Background: an optimization exercise with open tools, aiming at small area, a short achievable clock period and few clock cycles per item. Do not read the settings as production practice.
Where RTL was checked, it was by simulation tests only, not by an equivalence proof against the original.
No functional check of the RTL was part of runs 1 and 3.

[flow/run.sh]
#!/bin/bash
# synth_recipe.tcl (not shown) runs the flow's synth.tcl, then flattens the netlist and writes it again
# the make line also repeats each setting of config.mk as NAME=value (left out here)
make -C /OpenROAD-flow-scripts/flow DESIGN_CONFIG=/design/flow/config.mk WORK_HOME=/design/flow/orfs CLKGATE_MAP_FILE= SYNTH_SCRIPT=/design/flow/synth_recipe.tcl finish
[flow/config.mk]
export PLATFORM = sky130hd
export DESIGN_NAME = pid_eval
export DESIGN_NICKNAME = pid_eval
export VERILOG_FILES = /design/flow/design.v
export SDC_FILE = /design/flow/constraint.sdc
export NUM_CORES = 4
export LEC_CHECK = 0
export CAP_MARGIN = 20
export CORE_MARGIN = 2
export CORE_UTILIZATION = 40
export SLEW_MARGIN = 20
[flow/constraint.sdc]
create_clock -name core_clock -period 20.0 [get_ports {clk}]
set_input_delay 4.0000 -clock core_clock [delete_from_list [all_inputs] [get_ports {clk}]]
set_output_delay 4.0000 -clock core_clock [all_outputs]
set_load 0.01 [all_outputs]
[flow/design.v]
module fp_round (
    input  wire              sign,
    input  wire signed [9:0] e,
    input  wire [25:0]       sig,
    input  wire              sticky,
    output wire [31:0]       res
);
    wire        sub  = (e <= 10'sd0);
    wire [9:0]  rsh  = 10'sd1 - e;                      
    wire        big  = (rsh > 10'd26);
    wire [25:0] ssh  = big ? 26'd0 : (sig >> rsh[4:0]);
    wire        slo  = big ? 1'b1 : ((sig & ~({26{1'b1}} << rsh[4:0])) != 0);
    wire [25:0] s    = sub ? ssh : sig;
    wire        st   = sticky | (sub & slo);
    wire [7:0]  eo   = sub ? 8'd0 : e[7:0];
    wire        rup  = s[1] & (s[0] | st | s[2]);
    wire [30:0] mag  = {eo, s[24:2]} + {30'd0, rup};
    wire        ovf  = (e >= 10'sd255);
    assign res = ovf ? {sign, 8'hFF, 23'd0} : {sign, mag};
endmodule
module fp_add (
    input  wire [31:0] a,
    input  wire [31:0] b,
    output reg  [31:0] y
);
    wire a_max = (a[30:23] == 8'hFF);
    wire b_max = (b[30:23] == 8'hFF);
    wire a_nan = a_max && (a[22:0] != 0);
    wire b_nan = b_max && (b[22:0] != 0);
    wire a_inf = a_max && (a[22:0] == 0);
    wire b_inf = b_max && (b[22:0] == 0);
    wire       a_n = (a[30:23] != 0);
    wire       b_n = (b[30:23] != 0);
    wire [7:0] ea  = {a[30:24], a[23] | ~a_n};
    wire [7:0] eb  = {b[30:24], b[23] | ~b_n};
    wire [8:0] dab = {1'b0, ea} - {1'b0, eb};
    wire [8:0] dba = {1'b0, eb} - {1'b0, ea};
    wire        swap = (b[30:0] > a[30:0]);
    wire        sx   = swap ? b[31] : a[31];
    wire        sub  = a[31] ^ b[31];
    wire [7:0]  ex   = swap ? eb : ea;
    wire [23:0] mx   = swap ? {b_n, b[22:0]} : {a_n, a[22:0]};
    wire [23:0] mz   = swap ? {a_n, a[22:0]} : {b_n, b[22:0]};
    wire [7:0]  d    = swap ? dba[7:0] : dab[7:0];
    wire        d01  = swap ? (dba[7:1] == 0) : (dab[7:1] == 0);
    wire [26:0] zx   = {mz, 3'b000};
    wire        dbig = (d > 8'd26);
    wire [26:0] zal  = dbig ? 27'd0 : (zx >> d[4:0]);
    wire        zst  = dbig ? (mz != 0) : ((zx & ~({27{1'b1}} << d[4:0])) != 0);
    wire [26:0] zas  = {zal[26:1], zal[0] | zst};
    wire [26:0] xal  = {mx, 3'b000};
    wire [27:0] sum  = sub ? ({1'b0, xal} - {1'b0, zas}) : ({1'b0, xal} + {1'b0, zas});
    reg [26:0] fn;
    reg [7:0]  fe;
    always @(*) begin
        if (sum[27]) begin
            fn = {sum[27:2], sum[1] | sum[0]};
            fe = ex + 8'd1;
        end else if (sum[26]) begin
            fn = sum[26:0];
            fe = ex;
        end else if (sub) begin
            fn = {sum[25:0], 1'b0};
            fe = ex - 8'd1;
        end else begin
            fn = sum[26:0];           
            fe = 8'd0;
        end
    end
    wire        rup  = fn[2] & (fn[1] | fn[0] | fn[3]);
    wire [30:0] fmag = {fe, fn[25:3]} + {30'd0, rup};
    wire        fovf = sum[27] && (ex == 8'd254);
    wire [24:0] zn   = (d[0] ? {1'b0, mz} : {mz, 1'b0});
    wire [24:0] dn   = {mx, 1'b0} - zn;
    reg  [4:0]  lz;
    integer i;
    always @(*) begin
        lz = 5'd25;
        for (i = 0; i < 25; i = i + 1)
            if (dn[i]) lz = 5'd24 - i[4:0];
    end
    wire [7:0]  exm1 = ex - 8'd1;
    wire [4:0]  sh   = ({3'd0, lz} > exm1) ? exm1[4:0] : lz;
    wire [24:0] nn   = dn << sh;
    wire [7:0]  ne   = nn[24] ? ex - {3'd0, sh} : 8'd0;
    wire        near = sub & d01 & ~dn[24];
    always @(*) begin
        if (a_nan || b_nan || (a_inf && b_inf && sub))
            y = 32'h7FC00000;
        else if (a_inf)
            y = a;
        else if (b_inf)
            y = b;
        else if (near) begin
            if (dn == 25'd0)
                y = {a[31] & b[31], 31'd0};
            else
                y = {sx, ne, nn[23:1]};
        end else if (fovf)
            y = {sx, 8'hFF, 23'd0};
        else
            y = {sx, fmag};
    end
endmodule
module fp_mul (
    input  wire [31:0] a,
    input  wire [31:0] b,
    input  wire        na,
    input  wire        nb,
    input  wire [23:0] nm,
    input  wire [4:0]  nlz,
    output reg  [31:0] y
);
    wire a_max  = (a[30:23] == 8'hFF);
    wire b_max  = (b[30:23] == 8'hFF);
    wire a_nan  = a_max && (a[22:0] != 0);
    wire b_nan  = b_max && (b[22:0] != 0);
    wire a_inf  = a_max && (a[22:0] == 0);
    wire b_inf  = b_max && (b[22:0] == 0);
    wire a_n    = (a[30:23] != 0);
    wire b_n    = (b[30:23] != 0);
    wire a_zero = ~a_n && (a[22:0] == 0);
    wire b_zero = ~b_n && (b[22:0] == 0);
    wire tiny   = ~a_n && ~b_n;        
    wire sgn    = a[31] ^ b[31];
    wire [23:0] ma   = na ? nm : {a_n, a[22:0]};
    wire [23:0] mb   = nb ? nm : {b_n, b[22:0]};
    wire [47:0] prod = ma * mb;
    wire signed [9:0] e0 = $signed({2'd0, a[30:24], a[23] | ~a_n}) + $signed({2'd0, b[30:24], b[23] | ~b_n})
                         - $signed({5'd0, nlz}) - 10'sd127;
    wire        hi  = prod[47];
    wire [25:0] sig = hi ? prod[47:22] : prod[46:21];
    wire        st  = hi ? (prod[21:0] != 0) : (prod[20:0] != 0);
    wire signed [9:0] e = hi ? e0 + 10'sd1 : e0;
    wire [31:0] rnd;
    fp_round u_round (.sign(sgn), .e(e), .sig(sig), .sticky(st), .res(rnd));
    always @(*) begin
        if (a_nan || b_nan || (a_zero && b_inf) || (a_inf && b_zero))
            y = 32'h7FC00000;
        else if (a_inf || b_inf)
            y = {sgn, 8'hFF, 23'd0};
        else if (a_zero || b_zero || tiny)
            y = {sgn, 31'd0};
        else
            y = rnd;
    end
endmodule
module fp_div #(
    parameter K = 5,
    parameter N = 15            
) (
    input  wire        clk,
    input  wire        rst,
    input  wire        start,
    input  wire [31:0] a,
    input  wire [31:0] b,
    output wire        done,
    output wire [31:0] y
);
    reg               a_sign;
    reg        [7:0]  a_exp;
    reg        [1:0]  spec;         
    reg signed [9:0]  adj;          
    reg        [29:0] ws, wc;       
    reg        [23:0] dvs;          
    reg     [2*N-1:0] qp, qn;       
    reg        [4:0]  cnt;
    reg               first;
    reg               busy;
    wire b_n    = (b[30:23] != 0);
    wire a_max  = (a_exp == 8'hFF);
    wire b_max  = (b[30:23] == 8'hFF);
    wire a_mz   = (ws[22:0] == 0);
    wire a_nan  = a_max && !a_mz;
    wire b_nan  = b_max && (b[22:0] != 0);
    wire a_inf  = a_max && a_mz;
    wire b_inf  = b_max && (b[22:0] == 0);
    wire a_zero = (a_exp == 0) && a_mz;
    wire b_zero = (b[30:0] == 0);
    reg [1:0] spec_now;
    always @(*) begin
        if (a_nan || b_nan || (a_zero && b_zero) || (a_inf && b_inf))
            spec_now = 2'd1;
        else if (a_inf || b_zero)
            spec_now = 2'd2;
        else if (a_zero || b_inf)
            spec_now = 2'd3;
        else
            spec_now = 2'd0;
    end
    wire        nrm = ws[23] & dvs[23];
    wire [29:0] d1  = {4'd0, dvs, 2'b00};       
    wire [29:0] d2  = {3'd0, dvs, 3'b000};      
    reg signed [6:0] m2, m1, m0, mn1;
    always @(*) begin
        case (dvs[22:20])
            3'd0: begin m2 = 12; m1 = 3; m0 = -5; mn1 = -13; end
            3'd1: begin m2 = 14; m1 = 4; m0 = -6; mn1 = -15; end
            3'd2: begin m2 = 15; m1 = 4; m0 = -6; mn1 = -16; end
            3'd3: begin m2 = 16; m1 = 4; m0 = -7; mn1 = -18; end
            3'd4: begin m2 = 18; m1 = 5; m0 = -8; mn1 = -20; end
            3'd5: begin m2 = 19; m1 = 5; m0 = -8; mn1 = -21; end
            3'd6: begin m2 = 20; m1 = 5; m0 = -9; mn1 = -23; end
            3'd7: begin m2 = 22; m1 = 6; m0 = -10; mn1 = -25; end
            default: begin m2 = 0; m1 = 0; m0 = 0; mn1 = 0; end
        endcase
    end
    reg        [29:0]   s, c, x, s4, c4;
    reg     [2*N-1:0]   p, n;
    reg signed [6:0]    est;
    reg                 qp2, qp1, qn1, qn2;
    integer j;
    always @(*) begin
        s = ws;
        c = wc;
        p = qp;
        n = qn;
        for (j = 0; j < K; j = j + 1) begin
            s4  = {s[27:0], 2'b00};
            c4  = {c[27:0], 2'b00};
            est = s4[28:22] + c4[28:22];
            qp2 = (est >= m2);
            qp1 = ~qp2 & (est >= m1);
            qn2 = (est < mn1);
            qn1 = ~qn2 & (est < m0);
            x   = qp2 ? ~d2 : qp1 ? ~d1 : qn1 ? d1 : qn2 ? d2 : 30'd0;
            s   = s4 ^ c4 ^ x;
            c   = {((s4 & c4) | (s4 & x) | (c4 & x)), 1'b0} | {29'd0, qp2 | qp1};
            p   = {p[2*N-3:0], qp2, qp1};
            n   = {n[2*N-3:0], qn2, qn1};
        end
    end
    always @(posedge clk) begin
        if (rst) begin
            busy <= 1'b0;
        end else if (start) begin
            a_sign <= a[31];
            a_exp  <= a[30:23];
            ws     <= {6'd0, a[30:23] != 0, a[22:0]};
            wc     <= 30'd0;
            dvs    <= {b_n, b[22:0]};
            qp     <= {2*N{1'b0}};
            qn     <= {2*N{1'b0}};
            adj    <= 10'sd0;
            cnt    <= N / K;
            first  <= 1'b1;
            busy   <= 1'b1;
        end else if (busy) begin
            if (first) begin
                first <= 1'b0;
                spec  <= spec_now;
                if (spec_now != 2'd0)
                    busy <= 1'b0;
            end
            if (!nrm && cnt == N / K) begin
                if (!ws[23])
                    ws <= ws << 1;
                if (!dvs[23])
                    dvs <= dvs << 1;
                adj <= adj - {9'd0, ~ws[23]} + {9'd0, ~dvs[23]};
            end else begin
                ws  <= s;
                wc  <= c;
                qp  <= p;
                qn  <= n;
                cnt <= cnt - 5'd1;
                if (cnt == 5'd1)
                    busy <= 1'b0;
            end
        end
    end
    assign done = ~busy;
    wire [29:0]    w   = ws + wc;
    wire           neg = w[29];
    wire [2*N-1:0] quo = qp - qn - {{(2*N-1){1'b0}}, neg};
    wire           rz  = (w == 30'd0) | (neg & (w == ~d1 + 30'd1));
    wire           hi  = quo[2*N-2];
    wire [25:0]    sig = hi ? quo[2*N-2:2*N-27] : quo[2*N-3:2*N-28];
    wire           stk = ~rz | (hi ? |(quo << 27) : |(quo << 28));
    wire signed [9:0] e = $signed({2'd0, a_exp[7:1], a_exp[0] | (a_exp == 0)})
                        - $signed({2'd0, b[30:24], b[23] | ~b_n}) + adj
                        + (hi ? 10'sd127 : 10'sd126);
    wire [31:0]    rnd;
    fp_round u_round (
        .sign  (a_sign ^ b[31]),
        .e     (e),
        .sig   (sig),
        .sticky(stk),
        .res   (rnd)
    );
    assign y = (spec == 2'd1) ? 32'h7FC00000 :
               (spec == 2'd2) ? {a_sign ^ b[31], 8'hFF, 23'd0} :
               (spec == 2'd3) ? {a_sign ^ b[31], 31'd0} : rnd;
endmodule
module pid_eval (
    input  wire        clk,
    input  wire        rst,
    input  wire        start,
    input  wire [31:0] sp,
    input  wire [31:0] meas,
    input  wire [31:0] kp,
    input  wire [31:0] ki,
    input  wire [31:0] kd,
    input  wire [31:0] bias,
    input  wire [31:0] dt,
    output wire        ready,
    output reg         done,
    output wire [31:0] out,
    output wire [31:0] integral,
    output wire [31:0] prev_err
);
    localparam IDLE = 0,
               ERR  = 1,    
               DE   = 2,    
               INT  = 3,    
               I    = 4,    
               PI   = 5,    
               RND  = 6,    
               D    = 7,    
               PID  = 8,    
               OUT  = 9;    
    reg [9:0]  st;
    reg [31:0] r_kp, r_ki, r_kd, r_bias, r_dt;
    reg [31:0] ra, rb;           
    reg [31:0] r_int, r_prev;
    wire [31:0] add_a = st[ERR] ? {~rb[31], rb[30:0]} :
                        st[INT] ? r_int : ra;
    wire [31:0] add_b = st[DE]  ? {~r_prev[31], r_prev[30:0]} :
                        st[OUT] ? r_bias :
                        st[ERR] ? ra : rb;
    wire [31:0] add_y;
    fp_add u_add (.a(add_a), .b(add_b), .y(add_y));
    wire [31:0] mul_a = st[DE]  ? r_dt :
                        st[INT] ? r_kp :
                        st[I]   ? r_ki : r_kd;
    wire [31:0] mul_b = st[DE]  ? ra :
                        st[INT] ? r_prev :
                        st[I]   ? r_int : rb;
    reg         nsa, nsb;
    reg  [23:0] nm;
    reg  [4:0]  nlz;
    wire [31:0] mul_y;
    fp_mul u_mul (.a(mul_a), .b(mul_b), .na(nsa), .nb(nsb), .nm(nm), .nlz(nlz), .y(mul_y));
    wire a_sub = (mul_a[30:23] == 8'd0) && (mul_a[22:0] != 23'd0);
    wire b_sub = (mul_b[30:23] == 8'd0) && (mul_b[22:0] != 23'd0);
    wire stall = (st[DE] | st[INT] | st[I] | st[D]) & (a_sub ^ b_sub) & ~(nsa | nsb);
    wire [22:0] sm = a_sub ? mul_a[22:0] : mul_b[22:0];
    reg  [4:0]  slz;
    integer i;
    always @(*) begin
        slz = 5'd0;
        for (i = 0; i < 23; i = i + 1)
            if (sm[i]) slz = 5'd23 - i[4:0];
    end
    wire        div_done;
    wire [31:0] div_y;
    fp_div u_div (
        .clk  (clk),
        .rst  (rst),
        .start(st[DE] & ~stall),
        .a    (add_y),
        .b    (r_dt),
        .done (div_done),
        .y    (div_y)
    );
    assign ready    = st[IDLE];
    assign out      = rb;
    assign integral = r_int;
    assign prev_err = r_prev;
    wire adv = ~stall & (~st[RND] | div_done);
    always @(posedge clk) begin
        done <= 1'b0;
        if (rst) begin
            st     <= 10'd1 << IDLE;
            r_int  <= 32'd0;
            r_prev <= 32'd0;
            nsa    <= 1'b0;
            nsb    <= 1'b0;
        end else begin
            if (stall) begin
                nm  <= {1'b0, sm} << slz;
                nlz <= slz;
                nsa <= a_sub;
                nsb <= b_sub;
            end else begin
                nsa <= 1'b0;
                nsb <= 1'b0;
                nlz <= 5'd0;
            end
            if (st[IDLE] & start) begin
                ra     <= sp;
                rb     <= meas;
                r_kp   <= kp;
                r_ki   <= ki;
                r_kd   <= kd;
                r_bias <= bias;
                r_dt   <= dt;
            end
            if (adv) begin
                if (st[ERR] | st[PI] | st[PID]) ra <= add_y;
                if (st[INT])                    ra <= mul_y;
                if (st[DE] | st[I] | st[D])     rb <= mul_y;
                if (st[RND])                    rb <= div_y;
                if (st[OUT])                    rb <= add_y;
                if (st[INT])                    r_int <= add_y;
                if (st[DE])                     r_prev <= ra;
                if (st[OUT])                    done <= 1'b1;
                if (st[IDLE])
                    st <= start ? (10'd1 << ERR) : (10'd1 << IDLE);
                else if (st[OUT])
                    st <= 10'd1 << IDLE;
                else
                    st <= st << 1;
            end
        end
    end
endmodule
==> impl_metrics.csv, run 1 <==
group,metric,value,unit
outcome,status,"finished clean",
clock_network,htreeDepth,3,
placement,io_buffers,324,
setup_path,start_kind,"flip-flop",
routing,drtIter0Drc,10499,
setup_path,crit_path_top_delay_cell,"fa_1",
yosys,syn_avg_cell_area,8.01,um^2
global_route,grt_pass1_wl,581,mm
sta,min_period,18.50,ns
yosys,synth-simple-area-share,0.188,
setup_path,r2r_cells,77,
yosys,syn_nets,11913,
sta,finalSetupTns,0,ns
yosys,syn-cell-area,84200,um^2
sta,max_freq,54.1,MHz
layout,final_common_cell,"nand2_1",
global_route,grt_usage,0.367,
routing,routed_via_density,6.34,
routing,vias,84814,
die,top_level_ports,325,
layout,drive_gt1_frac,0.0778,
layout,final_cell_mix,"1,260 x nand2_1, 995 x inv_1, 891 x nor2_1",
clock_network,cts_buffers,67,
yosys,synth_adder_area_share,0.231,
sta,setup_viol,0,
yosys,synthArstFlopShare,0,
placement,hpwl,322,mm
layout,regArea,14500,um^2
sta,min_period_over_period,0.925,
yosys,synth_compound_area_frac,0.216,
global_route,antenna_found_initial,14,
clock_network,cts_buffer_depth,3,
setup_path,cp_max_fo,23,
global_route,grt_pass1_vias,81038,
clock_network,cts.clk_slew.worst_paths,0.07,ns
job,maxCapViolations,0,
yosys,synth_xor_area_frac,0.0372,
routing,drc,0,
die,start_util,0.402,
clock_network,cts_setup_buffers,0,
sta,tightest_slew,1.21,ns
clock_network,clock-sinks,513,
routing,wire_per_inst,30.4,um
min_path,hold_depth,2,
routing,antenna_left,0,
yosys,synth_ff_type,"edfxtp_1",
yosys,synth_top_area_frac,0.150,
min_path,hp-class,"reg -> reg",
routing,first_pass_iters,7,
layout,final_util,0.445,
die,fp.dieH,463,um
yosys,synth-edff-count,420,
clock_network,cts_tree,"done",
sta,drv_slew,0,
setup_path,end_kind,"flip-flop",
clock_network,clockRootBuffer,"clkbuf_16",
placement,place.gp.congestion,1.07,
setup_path,criticalPathCategory,"reg -> reg",
yosys,yosysUniqueCellTypes,124,
yosys,yosys_warnings,4,
yosys,ys_seq_area_frac,0.172,
global_route,grt_overflow_total,0,
die,fp.dieW,463,um
layout,multi_input_area,63700,um^2
sta,hold_violations,0,
setup_path,cp_slowest_stage_delay,0.59,ns
die,rows,168,
setup_path,crit_arrival,18.93,ns
setup_path,cp_common_cell,"o21ai_0",
clock_network,clkLatencyLatePin,0.74,ns
layout,syn_to_final_growth,10.6,%
die,core-area,209000,um^2
yosys,synth_top_family_by_area,"adder cells",
setup_path,required,20.43,ns
yosys,synthMuxAreaShare,0.0815,
die,dieArea,214000,um^2
sta,final.setup_skew,0.0580,ns
yosys,synth_top_cell_by_area,"edfxtp_1",
yosys,netlist_top_cells_area,"edfxtp_1 15%, fa_1 15%, ha_1 8.5%",
global_route,grt_max_degree,86,
yosys,ys_ff_latch,513,
sta,rsz0062_at_grt,"false",
sta,slew-limit-headroom,0.168,
layout,finalNetCount,11930,
yosys,synth_cells,10504,
routing,wl,407,mm
layout,fill_cells,21136,
==> cell families after synthesis <==
logic type | after synthesis
flip-flops | 513
adder cells (fa/ha/maj) | 1186
other | 1
AND/OR/NAND/NOR | 3424
buffers and inverters | 1662
AO/OA/AOI/OAI | 2745
multiplexers | 620
XOR/XNOR | 353
==> worst max-delay path, delay by kind of cell (launching register included) <==
family	cells	cell delay (ns)
and+or+nand+nor	16	2.76
buffers and inverters	7	0.73
AOI/OAI and AO/OA	28	4.41
adders and majority gates	20	7.43
xor gates and xnor gates	5	2.09
DFF	1	0.40
muxes	1	0.30
==> state kept, by name, summed over array words and instances (netlist names), 28 cells and up <==
name      cells
r_bias       32
r_dt         32
r_int        32
r_kd         32
r_ki         32
r_kp         32
r_prev       32
ra           32
rb           32
u_div.ws     30
u_div.qn     29
u_div.qp     29
u_div.wc     28
==> final cells by class <==
| cell class | instances | area share |
|---|---|---|
| clock buffer | 80 | 0.0188 |
| timing repair buffer | 591 | 0.0564 |
| inverter | 1019 | 0.0411 |
| antenna | 8 | 0.000215 |
| clock inverter | 42 | 0.00518 |
| tap | 2805 | 0.0377 |
| sequential | 513 | 0.156 |
| multi-input combinational | 8329 | 0.685 |
==> metrics by stage <==
step	hold slack [ns]	instance area [um^2]	setup WS [ns]	cells
5_1_grt	0.517	93100	0.135	13380
6_report	0.494	93100	1.50	13387
4_1_cts	0.492	93000	1.39	13378
3_3_place_gp	0.473	90700	1.59	13256
2_1_floorplan	0.452	84200	2.59	10504
3_5_place_dp	0.480	90800	1.51	13256
==> cell usage after synthesis (58+ instances only) <==
cell type and instances:
nand2_1 1263, inv_1 996, nor2_1 901, a21oi_1 736, fa_1 610, ha_1 572
o21ai_0 545, clkbuf_1 532, edfxtp_1 420, mux2i_1 382, xnor2_1 233, nor3_1 216
nand3_1 210, mux2_2 195, a21o_1 167, and2_1 148, a211oi_1 135, xor2_1 117
a221oi_1 108, nand4_1 100, o211ai_1 100, nand2b_1 95, dfxtp_1 93, a31oi_1 85
nor4_1 85, and3_1 80, o22ai_1 76, nor2b_1 75, o21bai_1 73, buf_1 59
o21a_1 58
==> routing by layer <==
layer | up-vias | share of wire | global-route usage
met5 | - | 0.00022 | 0
met4 | 16 | 0.081 | 0.247
met3 | 1038 | 0.092 | 0.0715
met2 | 4725 | 0.43 | 0.560
met1 | 41728 | 0.39 | 0.470
li1 | 37307 | - | -
==> timing repair <==
item                       in CTS  in global routing
hold buffers                    0                  0
setup endpoints to repair       0                  5
gates resized for setup         0                  2
==> final timing paths <==
| path | startpoint | end | slack [ns] |
|---|---|---|---|
| max reg2reg | u_div.wc[20] | u_div.ws[7] | 1.50 |
| min reg2reg | r_prev[0] | r_prev[0] | 0.49 |
| max | u_div.wc[20] | u_div.ws[7] | 1.50 |
| min | r_prev[0] | r_prev[0] | 0.49 |
==> run 2, diff against run 1 <==
--- a/flow/design.v
+++ b/flow/design.v
@@ -50,5 +50,5 @@
     wire [26:0] zas  = {zal[26:1], zal[0] | zst};
     wire [26:0] xal  = {mx, 3'b000};
-    wire [27:0] sum  = sub ? ({1'b0, xal} - {1'b0, zas}) : ({1'b0, xal} + {1'b0, zas});
+    wire [27:0] sum  = {1'b0, xal} + ({1'b0, zas} ^ {28{sub}}) + {27'd0, sub};
     reg [26:0] fn;
     reg [7:0]  fe;
@@ -334,7 +334,6 @@
                         st[INT] ? r_kp :
                         st[I]   ? r_ki : r_kd;
-    wire [31:0] mul_b = st[DE]  ? ra :
-                        st[INT] ? r_prev :
-                        st[I]   ? r_int : rb;
+    wire [31:0] mul_b = (st[DE] | st[INT]) ? ra :
+                        st[I]                ? r_int : rb;
     reg         nsa, nsb;
     reg  [23:0] nm;
--- a/flow/config.mk
+++ b/flow/config.mk
@@ -9,3 +9,4 @@
 export CORE_MARGIN = 2
 export CORE_UTILIZATION = 40
+export SETUP_SLACK_MARGIN = 5
 export SLEW_MARGIN = 20
==> run 2 against run 1 <==
Global-route usage fell by 1.1 points. Cell count shrank 3.6%. Largest cell class unchanged. Non-clock buffer count rose by 154. Sequential share of layout area is essentially flat. Clock-buffer cell count increased by 3. Routed wire length fell by 7.2%. Register-to-register slack better by 2.3 ns. Setup slack better by 2.3 ns. Die area fell by 4.1%. Via count decreased by 5.4%. First-iteration DRC count is 11% lower.
==> impl_metrics.csv, run 2 <==
group,metric,value,unit
outcome,status,"finished clean",
layout,finalNetCount,11572,
yosys,syn_avg_cell_area,8.10,um^2
yosys,ys_seq_area_frac,0.179,
layout,fill_cells,19665,
yosys,yosys_warnings,4,
die,fp.dieW,453,um
yosys,yosysMostFrequentCell,"nand2_1",
clock_network,cts_tree,"done",
placement,hpwl,295,mm
setup_path,criticalPathCategory,"reg -> reg",
setup_path,crit_path_top_delay_cell,"fa_2",
global_route,grt_max_degree,92,
layout,drive_gt1_frac,0.114,
clock_network,htreeDepth,3,
yosys,netlist_top_cells_area,"edfxtp_1 16%, fa_1 15%, ha_1 8.5%",
layout,final_cell_mix,"1,290 x nand2_1, 939 x inv_1, 890 x nor2_1",
setup_path,crit_arrival,16.67,ns
routing,first_pass_iters,9,
clock_network,cts_hold_buf,0,
routing,wire_per_inst,29.2,um
die,top_level_ports,325,
routing,drtIter0Drc,9334,
setup_path,cp_common_cell,"ha_4",
sta,max_freq,61.6,MHz
sta,slew-limit-headroom,0.208,
placement,placed_area,87500,um^2
sta,tightest_slew,1.18,ns
clock_network,clock-sinks,513,
yosys,yosysUniqueCellTypes,136,
sta,min_period_over_period,0.811,
die,fp.dieH,453,um
placement,place.gp.congestion,1.03,
sta,drv_slew,0,
yosys,syn-cell-area,80700,um^2
yosys,syn_nets,11351,
routing,vias,80240,
routing,drc,0,
die,rows,164,
layout,final_common_cell,"nand2_1",
yosys,ys_ff_latch,513,
min_path,hp-class,"reg -> reg",
sta,hold_violations,0,
setup_path,required,20.44,ns
yosys,synth-edff-count,420,
routing,wl,377,mm
yosys,synth_cells,9965,
sta,min_period,16.23,ns
routing,antenna_left,0,
yosys,synthArstFlopShare,0,
layout,stdcell_area,93000,um^2
placement,io_buffers,324,
yosys,synth_top_area_frac,0.156,
setup_path,cp_max_fo,7,
layout,syn_to_final_growth,15.2,%
global_route,grt_overflow_total,0,
layout,multi_input_area,62100,um^2
die,start_util,0.403,
layout,regArea,14500,um^2
yosys,synth_common_cells,"1,293 x nand2_1, 953 x inv_1, 906 x nor2_1",
setup_path,end_kind,"flip-flop",
job,maxCapViolations,0,
yosys,synth_top_cell_by_area,"edfxtp_1",
global_route,grt_pass1_wl,539,mm
clock_network,clkLatencyLatePin,0.74,ns
sta,rsz0062_at_grt,"true",
sta,final.setup_skew,0.0601,ns
global_route,antenna_found_initial,17,
sta,setup_viol,0,
clock_network,cts_buffer_depth,3,
clock_network,cts.clk_slew.worst_paths,0.06,ns
clock_network,cts_buffers,68,
routing,routed_via_density,6.22,
clock_network,clockRootBuffer,"clkbuf_16",
setup_path,start_kind,"flip-flop",
global_route,grt_pass1_vias,76611,
sta,finalSetupTns,0,ns
setup_path,cp_slowest_stage_delay,0.63,ns
global_route,grt_usage,0.356,
die,dieArea,205000,um^2
die,core-area,200000,um^2
yosys,synth_ff_type,"edfxtp_1",
## run 2: kinds of logic after synthesis
| logic type | share of synthesized area |
|---|---|
| compound gates | 0.202 |
| xor+xnor | 0.0399 |
| mux | 0.0754 |
| buf+inv | 0.0762 |
| simple gates | 0.190 |
| other cells | 0.0000465 |
| fa+ha+maj | 0.236 |
| flops | 0.179 |
## run 2: cell type report
cell class	count	share of cell area
flip-flops and latches	513	0.156
repair buffers	745	0.0749
clock buffers	83	0.0196
well taps	2656	0.0357
clock inverters	41	0.00617
diodes	9	0.000242
inverters	968	0.0395
multi-input cells	7890	0.668
## run 2: path summary, 6_finish.rpt
kind,from,end,slack [ns],cells past startpoint
max,u_div.wc[20],u_div.ws[16],3.77,84
min,r_prev[3],r_prev[3],0.48,2
max reg2reg,u_div.wc[20],u_div.ws[16],3.77,84
min reg2reg,r_prev[3],r_prev[3],0.48,2
## run 2: routing by layer
layer  global-route usage  share of wire  up-vias
li1                     -              -    35482
met1                0.439           0.38    39397
met2                0.550           0.44     4323
met3               0.0748          0.093     1026
met4                0.259          0.088       12
met5              0.00513        0.00043        -
## run 2: critical path, delay by kind of cell, from the launching register on
kind / cells / cell delay [ns]
flip-flops: 1 / 0.44
AO/OA/AOI/OAI: 34 / 5.35
multiplexers: 1 / 0.22
buffers and inverters: 17 / 1.55
adder cells (fa/ha/maj): 20 / 7.23
AND/OR/NAND/NOR: 12 / 1.10
## run 2: metrics by stage
step           hold WS, ns  utilization  instances  setup slack (ns)
2_1_floorplan        0.452            -       9965              4.10
3_3_place_gp         0.461        0.437      12617              1.65
3_5_place_dp         0.467        0.438      12618              1.60
4_1_cts              0.475        0.459      12836              3.91
5_1_grt              0.491        0.465      12897              3.14
6_report             0.475        0.465      12905              3.77
## run 2: repair_timing
| item | in CTS | in global routing |
|---|---|---|
| pin swaps | 110 | 58 |
| gates cloned | 11 | 3 |
| endpoints found under the setup margin | 159 | 159 |
| gates resized for setup | 227 | 146 |
| buffers inserted | 83 | 55 |
Testbench counts of run 2, summed over its fixed seeds: cycles 48,000, items 4,800.
==> run 3, diff against run 2 <==
--- a/flow/design.v
+++ b/flow/design.v
@@ -192,21 +192,30 @@
     wire [29:0] d1  = {4'd0, dvs, 2'b00};       
     wire [29:0] d2  = {3'd0, dvs, 3'b000};      
-    reg signed [6:0] m2, m1, m0, mn1;
+    reg [7:0] k2, k1, k0, kn1;
     always @(*) begin
         case (dvs[22:20])
-            3'd0: begin m2 = 12; m1 = 3; m0 = -5; mn1 = -13; end
-            3'd1: begin m2 = 14; m1 = 4; m0 = -6; mn1 = -15; end
-            3'd2: begin m2 = 15; m1 = 4; m0 = -6; mn1 = -16; end
-            3'd3: begin m2 = 16; m1 = 4; m0 = -7; mn1 = -18; end
-            3'd4: begin m2 = 18; m1 = 5; m0 = -8; mn1 = -20; end
-            3'd5: begin m2 = 19; m1 = 5; m0 = -8; mn1 = -21; end
-            3'd6: begin m2 = 20; m1 = 5; m0 = -9; mn1 = -23; end
-            3'd7: begin m2 = 22; m1 = 6; m0 = -10; mn1 = -25; end
-            default: begin m2 = 0; m1 = 0; m0 = 0; mn1 = 0; end
+            3'd0: begin k2 = 8'd244; k1 = 8'd253; k0 = 8'd5; kn1 = 8'd13; end
+            3'd1: begin k2 = 8'd242; k1 = 8'd252; k0 = 8'd6; kn1 = 8'd15; end
+            3'd2: begin k2 = 8'd241; k1 = 8'd252; k0 = 8'd6; kn1 = 8'd16; end
+            3'd3: begin k2 = 8'd240; k1 = 8'd252; k0 = 8'd7; kn1 = 8'd18; end
+            3'd4: begin k2 = 8'd238; k1 = 8'd251; k0 = 8'd8; kn1 = 8'd20; end
+            3'd5: begin k2 = 8'd237; k1 = 8'd251; k0 = 8'd8; kn1 = 8'd21; end
+            3'd6: begin k2 = 8'd236; k1 = 8'd251; k0 = 8'd9; kn1 = 8'd23; end
+            3'd7: begin k2 = 8'd234; k1 = 8'd250; k0 = 8'd10; kn1 = 8'd25; end
+            default: begin k2 = 8'd0; k1 = 8'd0; k0 = 8'd0; kn1 = 8'd0; end
         endcase
     end
+    function ge;
+        input [7:0] s8, c8, k;
+        reg [7:0] u, v, t;
+        begin
+            u  = s8 ^ c8 ^ k;
+            v  = {(s8[6:0] & c8[6:0]) | (s8[6:0] & k[6:0]) | (c8[6:0] & k[6:0]), 1'b0};
+            t  = u + v;
+            ge = ~t[7];
+        end
+    endfunction
     reg        [29:0]   s, c, x, s4, c4;
     reg     [2*N-1:0]   p, n;
-    reg signed [6:0]    est;
     reg                 qp2, qp1, qn1, qn2;
     integer j;
@@ -219,9 +228,8 @@
             s4  = {s[27:0], 2'b00};
             c4  = {c[27:0], 2'b00};
-            est = s4[28:22] + c4[28:22];
-            qp2 = (est >= m2);
-            qp1 = ~qp2 & (est >= m1);
-            qn2 = (est < mn1);
-            qn1 = ~qn2 & (est < m0);
+            qp2 = ge(s4[29:22], c4[29:22], k2);
+            qp1 = ~qp2 & ge(s4[29:22], c4[29:22], k1);
+            qn2 = ~ge(s4[29:22], c4[29:22], kn1);
+            qn1 = ~qn2 & ~ge(s4[29:22], c4[29:22], k0);
             x   = qp2 ? ~d2 : qp1 ? ~d1 : qn1 ? d1 : qn2 ? d2 : 30'd0;
             s   = s4 ^ c4 ^ x;
==> run 3 against run 2 <==
Critical path depth up 9. Synthesized cell count up 2.2%. Largest cell class unchanged. Highest routed layer unchanged.
==> impl_metrics.csv, run 3 <==
group,metric,value,unit
routing,drtIter0Drc,10241,
placement,io_buffers,324,
routing,drc,0,
routing,wl,393,mm
routing,routed_via_density,6.32,
die,fp.dieW,458,um
clock_network,cts_buffers,70,
sta,final.setup_skew,0.0590,ns
global_route,grt_pass1_vias,79825,
routing,first_pass_iters,8,
die,start_util,0.403,
sta,max_freq,61.1,MHz
yosys,synthArstFlopShare,0,
sta,min_period,16.38,ns
layout,stdcell_area,95500,um^2
setup_path,required,20.45,ns
placement,place.gp.congestion,1.08,
sta,setup_viol,0,
sta,min_period_over_period,0.819,
yosys,synth-edff-count,420,
clock_network,cts_buffer_depth,3,
yosys,syn-cell-area,82600,um^2
global_route,grt_max_degree,80,
die,rows,166,
sta,tightest_slew,1.29,ns
min_path,min_from,"st[8]",
yosys,synth_cells,10181,
setup_path,r2r-end,"u_div.ws[8]",
routing,wl_met3,38.0,mm
sta,drv_slew,0,
min_path,hold_depth,2,
job,maxCapViolations,0,
die,fp.dieH,458,um
global_route,grt_pass1_wl,562,mm
yosys,yosysMostFrequentCell,"nand2_1",
layout,multi_input_area,63800,um^2
setup_path,crit_family,"adder cells",
routing,highest_layer,"met5",
yosys,ys_ff_latch,510,
yosys,ys_seq_area_frac,0.175,
sta,layout_setup_ws,3.62,ns
yosys,synth_ff_type,"edfxtp_1",
layout,fill_cells,20086,
routing,wl_met2,171,mm
yosys,syn_avg_cell_area,8.11,um^2
die,core-area,205000,um^2
layout,drive_gt1_frac,0.119,
layout,finalNetCount,11913,
setup_path,start_kind,"flip-flop",
yosys,synth_common_cells,"1,202 x nand2_1, 1,045 x inv_1, 890 x nor2_1",
min_path,hold_end,"st[9]",
die,dieArea,210000,um^2
setup_path,critPathBufInv,15,
clock_network,clock-sinks,510,
yosys,yosysUniqueCellTypes,120,
routing,wire_per_inst,29.8,um
sta,slew-limit-headroom,0.135,
setup_path,cp_max_fo,9,
clock_network,cts.clk_slew.worst_paths,0.07,ns
sta,hold_violations,0,
yosys,synth_top_cell_by_area,"fa_1",
layout,regArea,14400,um^2
sta,rsz0062_at_grt,"true",
setup_path,crit_path_top_delay_cell,"fa_2",
yosys,syn_nets,11652,
setup_path,crit_arrival,16.83,ns
routing,antenna_left,0,
layout,syn_to_final_growth,15.6,%
setup_path,r2r_slack,3.62,ns
routing,vias,83471,
layout,final_util,0.466,
global_route,antenna_found_initial,24,
placement,hpwl,303,mm
global_route,grt_overflow_total,0,
yosys,yosys_warnings,4,
setup_path,r2r-start,"u_div.ws[22]",
routing,wl_met1,147,mm
min_path,hp-class,"reg -> reg",
outcome,status,"finished clean",
yosys,netlist_top_cells_area,"fa_1 16%, edfxtp_1 15%, ha_1 8.8%",
clock_network,cts_tree,"done",
global_route,grt_usage,0.362,
clock_network,htreeDepth,3,
setup_path,end_kind,"flip-flop",
placement,placed_area,89300,um^2
sta,finalSetupTns,0,ns
setup_path,criticalPathCategory,"reg -> reg",
layout,final_common_cell,"nand2_1",
layout,final_cell_mix,"1,195 x nand2_1, 1,026 x inv_1, 874 x nor2_1",
clock_network,clockRootBuffer,"clkbuf_16",
setup_path,cp_slowest_stage_delay,0.61,ns
placement,pre_cts_slack,1.80,ns
yosys,synth_top_area_frac,0.161,
setup_path,r2r_cells,93,
clock_network,clkLatencyLatePin,0.74,ns
clock_network,cts_hold_buf,0,
die,top_level_ports,325,
## run 3: cell types whose count changed in the layout (fill, tap and decap cells not counted), moves of 23 or more
cell | before | now
nand3_1 | 167 | 202
a21oi_1 | 684 | 721
fa_1 | 575 | 629
a21o_1 | 161 | 128
a21oi_2 | 40 | 63
mux2_2 | 108 | 152
nand2_1 | 1290 | 1195
a31oi_1 | 65 | 94
inv_1 | 939 | 1026
ha_1 | 526 | 573
buf_4 | 351 | 385
a221oi_1 | 96 | 126
o211ai_1 | 101 | 77
## run 3: worst max path at each step
stage                       startpoint      endpoint  depth (start not counted)
final                     u_div.ws[22]   u_div.ws[8]                         93
after floorplan           u_div.ws[22]   u_div.ws[7]                         91
after global routing      u_div.ws[22]   u_div.ws[7]                         92
after global placement    u_div.kn1[2]  u_div.ws[25]                         84
after detailed placement  u_div.kn1[2]  u_div.ws[25]                         84
after CTS                 u_div.ws[22]   u_div.ws[7]                         90
## run 3: cell type report
cell class / count / area share
timing repair buffer: 784 / 0.0775
sequential: 510 / 0.151
clock buffer: 89 / 0.0205
multi-input combinational: 8015 / 0.668
clock inverter: 39 / 0.00487
timing repair inverter: 3 / 0.000275
inverter: 1058 / 0.0422
antenna: 18 / 0.000472
tap: 2688 / 0.0352
## run 3: cells by family (layout without fill, tap and decap cells)
logic type                 count (synthesis)  count (layout)  synth area share
muxes                                    563             563            0.0753
DFF                                      510             510             0.175
and+or+nand+nor                         3250            3256             0.180
xor gates and xnor gates                 371             373            0.0403
buffers and inverters                   1668            1973            0.0774
other                                      1              19         0.0000454
AOI/OAI and AO/OA                       2572            2576             0.203
adders and majority gates               1246            1246             0.249
## run 3: worst register-to-register path, delay by kind of cell (launching register included)
kind / cells / cell delay [ns]
AOI/OAI and AO/OA: 34 / 4.45
xor gates and xnor gates: 2 / 0.30
adders and majority gates: 15 / 6.41
buffers and inverters: 15 / 1.76
DFF: 1 / 0.49
muxes: 2 / 0.38
and+or+nand+nor: 25 / 2.24
## run 3: timing repair
item | CTS | global route
setup buffers | 106 | 81
endpoints found under the setup margin | 162 | 160
gates resized for setup | 234 | 155
gates cloned | 24 | 5
pin swaps | 85 | 76
## run 3: per-stage QoR
stage	instances	hold WS, ns
after detailed placement	12841	0.481
after floorplan	10181	0.452
final	13204	0.494
after global placement	12839	0.469
after CTS	13099	0.489
after global routing	13189	0.509
## run 3: layer usage
layer | track usage | vias up
li1 | - | 36414
met1 | 0.441 | 40805
met2 | 0.553 | 5012
met3 | 0.0832 | 1224
met4 | 0.284 | 16
met5 | 0 | -

[re-timing with driven ports]
No port has a modelled driver above. Below, the same layouts with a new extraction and two added sets of constraints. Step 1 sets driving cells, clkbuf_16 on the clock port and buf_2 on the other inputs (assumed; they add their load-dependent delay and slew). Step 2 times the ports against the registers' clock, not the clock port: input delays grow and output delays shrink by t, the midpoint of the rising clock arrivals with the driver on. a / b / c = ideal ports / drivers / drivers and shift; a / b = the first two.
| run | t, ns | slack for setup (ns) | hold WS [ns] | clock arrival spread, ns | worst slew at a driven data input, ns |
|---|---|---|---|---|---|
| run 1 | 0.784 | 1.502 / 1.502 / 1.502 | 0.494 / 0.494 / 0.494 | 0.058 / 0.058 | 0.11 |
| run 2 | 0.797 | 3.774 / 3.774 / 3.774 | 0.475 / 0.475 / 0.475 | 0.060 / 0.061 | 0.10 |
| run 3 | 0.794 | 3.622 / 3.622 / 3.622 | 0.494 / 0.494 / 0.494 | 0.060 / 0.059 | 0.11 |
After both steps every run listed still meets setup and hold.
